Context: an optimization exercise on an open-source flow, tuned for small area. The choices shown serve that exercise and are no tape-out recipe. The RTL was checked by simulation tests, not by an equivalence proof against the original design. No activity file was given, so power comes from the tool's default toggle rates.

Setup of east:
// dcpu16_core
module dcpu16_core (
    input  wire         clk,
    input  wire         rst,         
    input  wire         start,       
    output wire         busy,        
    output reg          mem_req,
    output reg          mem_we,
    output wire [15:0]  mem_addr,
    output wire [15:0]  mem_wdata,
    input  wire         mem_ready,
    input  wire [15:0]  mem_rdata,
    output wire [127:0] regs,        
    output wire [15:0]  pc,
    output wire [15:0]  sp,
    output wire         o
);
    localparam [3:0] S_IDLE  = 4'd0,
                     S_FETCH = 4'd1,
                     S_RES   = 4'd2,
                     S_POP2  = 4'd3,
                     S_NW    = 4'd4,
                     S_RD    = 4'd5,
                     S_EXEC  = 4'd6,
                     S_LOOP  = 4'd7,    
                     S_POST  = 4'd9,    
                     S_DFIN  = 4'd10,   
                     S_MVH   = 4'd11,   
                     S_WB    = 4'd12,
                     S_SKIP  = 4'd13,
                     S_END   = 4'd14,
                     S_PREP  = 4'd15;   
    reg [15:0] gpr [0:7];
    reg [15:0] pc_r;
    reg [15:0] sp_r;
    reg        o_r;
    reg [3:0]  st;
    reg [9:0]  ir;           
    reg        which;
    reg [3:0]  cnt;
    reg [15:0] X, Y, H, L;
    reg        sgn;
    wire [3:0] op   = ir[3:0];
    wire [5:0] ca   = ir[9:4];
    wire [5:0] cb   = Y[15:10];
    wire [5:0] code = which ? cb : ca;
    assign busy = (st != S_IDLE);
    assign regs = {gpr[7], gpr[6], gpr[5], gpr[4], gpr[3], gpr[2], gpr[1], gpr[0]};
    assign pc   = pc_r;
    assign sp   = sp_r;
    assign o    = o_r;
    assign mem_wdata = X;
    assign mem_addr  = L;
    reg p_pc, p_sp, p_gpr, p_x, p_h, p_hs;      
    reg q_y, q_rd, q_one, q_lit, q_o;           
    reg sub;                                    
    reg ld_v, ld_a;                             
    reg ld_x, ld_y, ld_h, ld_l, ld_pc, ld_sp, ld_gpr;
    reg shl_step;
    reg o_ld;  reg o_nx;
    reg [3:0]  st_nx;
    reg        which_nx;
    reg        cnt_clr, cnt_inc;
    reg [2:0]  gi;                              
    wire [15:0] gval = gpr[gi];
    wire [15:0] P = ({16{p_pc}}  & pc_r)
                  | ({16{p_sp}}  & sp_r)
                  | ({16{p_gpr}} & gval)
  ...
clock: 33.0 ns
lec_check: 0
abc_area: 1
cap_margin: 20
core_margin: 2
core_utilization: 40
place_density: 0.6
slew_margin: 20
standard.sh (not shown) runs the stock make flow with config.mk's settings and CLKGATE_MAP_FILE= SYNTH_SCRIPT=/design/flow/synth_recipe.tcl, a recipe that flattens the netlist after the stock synthesis.
==> flow/flow/run.sh <==
#!/bin/bash
# Own flow: the standard layout (standard.sh) with three changes.
#  1. Synthesis is the standard one, except that ABC maps the logic with an
#     area-oriented script (flow/abc_area.script in place of ORFS's own).
#     ABC does not touch registers: their names and cells are unchanged.
#  2. Port buffers are buf_1 cells (every port still gets its own buffer).
#  3. Clock tree: clkbuf_16 leaf buffers for sink clusters of up to 25,
#     smaller tree and root buffers, no dummy loads.
# Each step's full output goes to a log file in the work folder.
set -euo pipefail
W=$PWD
rm -rf "$W/scripts_abc"
cp -r "$FLOW_HOME/scripts" "$W/scripts_abc"
cp "$W/flow/abc_area.script" "$W/scripts_abc/abc_area.script"
bash standard.sh SCRIPTS_DIR="$W/scripts_abc" synth > "$W/flow_synth.log" 2>&1
bash standard.sh \
  "BUFFER_PORTS_ARGS=-buffer_cell sky130_fd_sc_hd__buf_1" \
  "CTS_ARGS=-sink_clustering_enable -repair_clock_nets -dont_use_dummy_load -buf_list sky130_fd_sc_hd__clkbuf_16 -sink_clustering_size 25 -sink_clustering_max_diameter 100 -tree_buf sky130_fd_sc_hd__clkbuf_2 -root_buf sky130_fd_sc_hd__clkbuf_4" \
  finish > "$W/flow_finish.log" 2>&1
==> flow/flow/abc_area.script <==
strash
&get -n; &fraig -x; &put
dc2; dc2
&get -n; &dch -f; &nf -R 1000 -p -F 10 -A 10; &put
Relative to east, the following input files were edited for south:
diff --git a/flow/flow/run.sh b/flow/flow/run.sh
--- a/flow/flow/run.sh
+++ b/flow/flow/run.sh
@@ -6,4 +6,3 @@
 #  2. Port buffers are buf_1 cells (every port still gets its own buffer).
-#  3. Clock tree: clkbuf_16 leaf buffers for sink clusters of up to 25,
-#     smaller tree and root buffers, no dummy loads.
+#  3. Clock tree: clkbuf_16 cells, sink clusters of up to 25, no dummy loads.
 # Each step's full output goes to a log file in the work folder.
@@ -17,3 +16,3 @@
   "BUFFER_PORTS_ARGS=-buffer_cell sky130_fd_sc_hd__buf_1" \
-  "CTS_ARGS=-sink_clustering_enable -repair_clock_nets -dont_use_dummy_load -buf_list sky130_fd_sc_hd__clkbuf_16 -sink_clustering_size 25 -sink_clustering_max_diameter 100 -tree_buf sky130_fd_sc_hd__clkbuf_2 -root_buf sky130_fd_sc_hd__clkbuf_4" \
+  "CTS_ARGS=-sink_clustering_enable -repair_clock_nets -buf_list sky130_fd_sc_hd__clkbuf_16 -sink_clustering_size 25 -sink_clustering_max_diameter 100 -dont_use_dummy_load" \
   finish > "$W/flow_finish.log" 2>&1
Notes after the runs:
- Compared with east, south shows a final-layout clock-cell area share that is 0.41 points higher.
- Changes observed in south relative to east: period utilization went up 0.38 points; clock tree skew after final layout went down 0.043 ns; total power went up 0.015 mW.
- Route | south vs east | wire longer in south
- | number of filler instances in the final layout | south vs east | ≈ equal |

-- what the ideal ports hide --
No port has a modelled driver above. Below, the same layouts with a new extraction and two added sets of constraints. Step 1, drivers: a clkbuf_16 drives clk and a buf_2 each remaining input, both assumed. Step 2 also shifts input and output timing later by t, the mid clock arrival at the registers, as if the neighbouring blocks saw the same clock. Slacks: ideal ports / drivers / drivers and shift; pairs: ideal ports / drivers.
run | t, ns | setup WS [ns] | worst setup path after step 2
east | 0.683 | 18.001 / 18.019 / 17.336 | input to register
south | 0.517 | 17.874 / 17.898 / 17.381 | input to register
After both steps every run listed still meets setup and hold. The setup slack of east, which loses most, moves by +0.018 ns with the drivers and by -0.665 ns with both steps.
